Source: an optimization exercise on an open RTL-to-GDS flow (aim: small area). Production flows keep margins and buffers that such runs may drop.
The RTL was checked by simulation tests, not by an equivalence proof against the original design.
Power and IR drop assume default switching activity. The flow treats the clock pin as an ideal source, which a real chip does not have.

== v6 ==
// rsc
module rsc (
    input  wire       clk,
    input  wire       rst,
    input  wire [7:0] hb_addr,
    input  wire [7:0] hb_wdata,
    input  wire       hb_we,
    input  wire       hb_re,
    output wire [7:0] hb_rdata,
    output wire [3:0] cs_n,
    output wire       sclk,
    output wire       mosi,
    input  wire       miso,
    input  wire [3:0] rdy
);
Size in the first run: about 1200 flip-flops, about 39 I/O pins.
clock: 10.0 ns
lec_check: 0
cap_margin: 10
core_margin: 2
core_utilization: 62
gpl_timing_driven: 0
setup_slack_margin: 0.05
slew_margin: 10
standard.sh (not shown) runs the stock make flow with config.mk's settings and CLKGATE_MAP_FILE= SYNTH_SCRIPT=/design/flow/synth_recipe.tcl, a recipe that flattens the netlist after the stock synthesis.
==> flow/flow/run.sh <==
#!/bin/bash
# Layout flow: the standard flow (standard.sh) with these changes, none
# of which touches a register (the netlist keeps the standard synthesis's
# registers, names and cell types):
# - synthesis maps the DBUF read multiplexer (module rsc_rdmux of
#   rtl/rsc_spi.v) to a fixed gate netlist written by gen_rdmux.py (a222oi
#   gates and a NAND/NOR tree), which ABC does not find by itself;
# - the ABC script of synthesis maps for area instead of delay;
# - clock tree synthesis clusters more sinks per buffer (25 within 100 um),
#   with no dummy loads, for a smaller clock tree.
set -euo pipefail
HERE=$(pwd)

python3 "$HERE/flow/gen_rdmux.py" "$HERE/rdmux_cells.v" > "$HERE/gen_rdmux.log" 2>&1

# ORFS's synth.tcl with the read multiplexer replaced and the ABC script changed
sed -e "s#^\(\s*\)log_cmd abc {\*}\$abc_args#\1lset abc_args 1 $HERE/flow/abc_area.script\n\1log_cmd abc {*}\$abc_args#" \
    -e "s#^read_checkpoint .*1_1_yosys_canonicalize.rtlil\$#&\nread_verilog -overwrite $HERE/rdmux_cells.v#" \
    "$FLOW_HOME/scripts/synth.tcl" > "$HERE/synth_area.tcl"
grep -q "lset abc_args 1" "$HERE/synth_area.tcl"
grep -q "rdmux_cells.v" "$HERE/synth_area.tcl"

# The standard flow's synthesis script, sourcing the one above
sed "s#\$::env(SCRIPTS_DIR)/synth.tcl#$HERE/synth_area.tcl#" synth_recipe.tcl > "$HERE/synth_recipe_area.tcl"
grep -q "synth_area.tcl" "$HERE/synth_recipe_area.tcl"

# standard.sh with that synthesis script
sed "s#SYNTH_SCRIPT=[^ ]*#SYNTH_SCRIPT=$HERE/synth_recipe_area.tcl#" standard.sh > "$HERE/standard_area.sh"
grep -q "synth_recipe_area.tcl" "$HERE/standard_area.sh"

export CTS_ARGS="-sink_clustering_enable -repair_clock_nets -sink_clustering_size 25 -sink_clustering_max_diameter 100 -dont_use_dummy_load"

bash "$HERE/standard_area.sh" finish > "$HERE/flow_make.log" 2>&1
Other scripts of this flow, unchanged in this note and not shown: flow/flow/abc_area.script, flow/flow/gen_rdmux.py
v6 finished all stages; however, its layout fails the closing checks, the failures being setup timing.
Input-level comparison between v7 and v6:
# v6
export LEC_CHECK = 0
export CAP_MARGIN = 10
export CORE_MARGIN = 2
export CORE_UTILIZATION = 62
export GPL_TIMING_DRIVEN = 0
export SETUP_SLACK_MARGIN = 0.05
export SLEW_MARGIN = 10
create_clock -name core_clock -period 10.0 [get_ports {clk}]
# v7
export LEC_CHECK = 0
export CAP_MARGIN = 20
export CORE_MARGIN = 2
export CORE_UTILIZATION = 70
export GPL_TIMING_DRIVEN = 1
export SETUP_SLACK_MARGIN = 0.3
export SLEW_MARGIN = 20
create_clock -name core_clock -period 10.0 [get_ports {clk}]
diff --git a/flow/flow/run.sh b/flow/flow/run.sh
--- a/flow/flow/run.sh
+++ b/flow/flow/run.sh
@@ -9,4 +9,6 @@
 # - clock tree synthesis clusters more sinks per buffer (25 within 100 um),
 #   with no dummy loads, for a smaller clock tree.
+# - the buffer that every input and output port gets is buf_2 instead of the
+#   default clkdlybuf4s50_1: smaller and faster.
 set -euo pipefail
 HERE=$(pwd)
@@ -29,4 +31,5 @@
 grep -q "synth_recipe_area.tcl" "$HERE/standard_area.sh"
 
+export BUFFER_PORTS_ARGS="-buffer_cell sky130_fd_sc_hd__buf_2"
 export CTS_ARGS="-sink_clustering_enable -repair_clock_nets -sink_clustering_size 25 -sink_clustering_max_diameter 100 -dont_use_dummy_load"
 
--- outcome ---
v7 | status: complete | timing, DRC, antenna: pass. STATUS run=v6 STAGES=ALL_DONE FINAL_CHECKS=FAILED CAUSE=setup timing. v6 was larger in final cell area than v7. Changes observed in v7 relative to v6: setup slack rose by 1.00 ns; power in sequential cells essentially unchanged; critical path depth barely changed. Taking v6 as the reference, in v7 routed length on met1 saw a decrease, arrival time of data at the critical path endpoint saw a decrease, share of total power in sequential cells saw an increase.

========
rsc again, from the RTL that the note above started with.
Settings: LEC_CHECK=0, CAP_MARGIN=20, CORE_MARGIN=2, CORE_UTILIZATION=62, GPL_TIMING_DRIVEN=1, SETUP_SLACK_MARGIN=0.3, SLEW_MARGIN=20; clock period 10.0 ns.
==> flow/flow/run.sh <==
#!/bin/bash
# Layout flow: the standard flow (standard.sh) with these changes, none
# of which touches a register (the netlist keeps the standard synthesis's
# registers, names and cell types):
# - synthesis maps the DBUF read multiplexer (module rsc_rdmux of
#   rtl/rsc_spi.v) to a fixed gate netlist written by gen_rdmux.py (a222oi
#   gates and a NAND/NOR tree), which ABC does not find by itself;
# - the ABC script of synthesis maps for area instead of delay;
# - clock tree synthesis clusters more sinks per buffer (25 within 100 um),
#   with no dummy loads, for a smaller clock tree.
# - the buffer that every input and output port gets is buf_2 instead of the
#   default clkdlybuf4s50_1: smaller and faster.
set -euo pipefail
HERE=$(pwd)

python3 "$HERE/flow/gen_rdmux.py" "$HERE/rdmux_cells.v" > "$HERE/gen_rdmux.log" 2>&1

# ORFS's synth.tcl with the read multiplexer replaced and the ABC script changed
sed -e "s#^\(\s*\)log_cmd abc {\*}\$abc_args#\1lset abc_args 1 $HERE/flow/abc_area.script\n\1log_cmd abc {*}\$abc_args#" \
    -e "s#^read_checkpoint .*1_1_yosys_canonicalize.rtlil\$#&\nread_verilog -overwrite $HERE/rdmux_cells.v#" \
    "$FLOW_HOME/scripts/synth.tcl" > "$HERE/synth_area.tcl"
grep -q "lset abc_args 1" "$HERE/synth_area.tcl"
grep -q "rdmux_cells.v" "$HERE/synth_area.tcl"

# The standard flow's synthesis script, sourcing the one above
sed "s#\$::env(SCRIPTS_DIR)/synth.tcl#$HERE/synth_area.tcl#" synth_recipe.tcl > "$HERE/synth_recipe_area.tcl"
grep -q "synth_area.tcl" "$HERE/synth_recipe_area.tcl"

# standard.sh with that synthesis script
sed "s#SYNTH_SCRIPT=[^ ]*#SYNTH_SCRIPT=$HERE/synth_recipe_area.tcl#" standard.sh > "$HERE/standard_area.sh"
grep -q "synth_recipe_area.tcl" "$HERE/standard_area.sh"

export BUFFER_PORTS_ARGS="-buffer_cell sky130_fd_sc_hd__buf_2"
export CTS_ARGS="-sink_clustering_enable -repair_clock_nets -sink_clustering_size 25 -sink_clustering_max_diameter 100 -dont_use_dummy_load"

bash "$HERE/standard_area.sh" finish > "$HERE/flow_make.log" 2>&1
Other scripts of this flow, unchanged in this note and not shown: flow/flow/abc_area.script, flow/flow/gen_rdmux.py
Then changed:
--- a/flow/flow/run.sh
+++ b/flow/flow/run.sh
@@ -8,3 +8,3 @@
 # - the ABC script of synthesis maps for area instead of delay;
-# - clock tree synthesis clusters more sinks per buffer (25 within 100 um),
+# - clock tree synthesis clusters more sinks per buffer (30 within 100 um),
 #   with no dummy loads, for a smaller clock tree.
@@ -33,3 +33,3 @@
 export BUFFER_PORTS_ARGS="-buffer_cell sky130_fd_sc_hd__buf_2"
-export CTS_ARGS="-sink_clustering_enable -repair_clock_nets -sink_clustering_size 25 -sink_clustering_max_diameter 100 -dont_use_dummy_load"
+export CTS_ARGS="-sink_clustering_enable -repair_clock_nets -sink_clustering_size 30 -sink_clustering_max_diameter 100 -dont_use_dummy_load"
 
Settings changed: CORE_UTILIZATION 62 to 70.
After rerunning: Worst hold slack gets better by 4.9 ps; via count rises by 1.2%; critical path depth came out lower by 1.

afterwards: timing with drivers on the ports:
Ports are ideal in the flow. The routed layouts listed here were re-timed in OpenROAD. Step 1 assumes that a clkbuf_16 drives the clock port and a buf_2 every other input. Step 2 also shifts input and output timing later by t, the mid clock arrival at the registers, as if the neighbouring blocks saw the same clock. Slacks: ideal ports / drivers / drivers and shift; pairs: ideal ports / drivers.
run	shift t [ns]	slack for setup (ns)	hold WS [ns]
v6	0.698	-0.066 / -0.087 / -0.087	0.461 / 0.461 / 0.461
v7	0.705	0.938 / 0.868 / 1.105	0.463 / 0.463 / 0.463
the first run of note 2	0.706	0.538 / 0.470 / 0.930	0.463 / 0.463 / 0.463
the second run of note 2	0.671	0.939 / 0.872 / 1.083	0.468 / 0.468 / 0.468
The setup slack of v6, which loses most, moves by -0.021 ns with the drivers and by -0.021 ns with both steps.
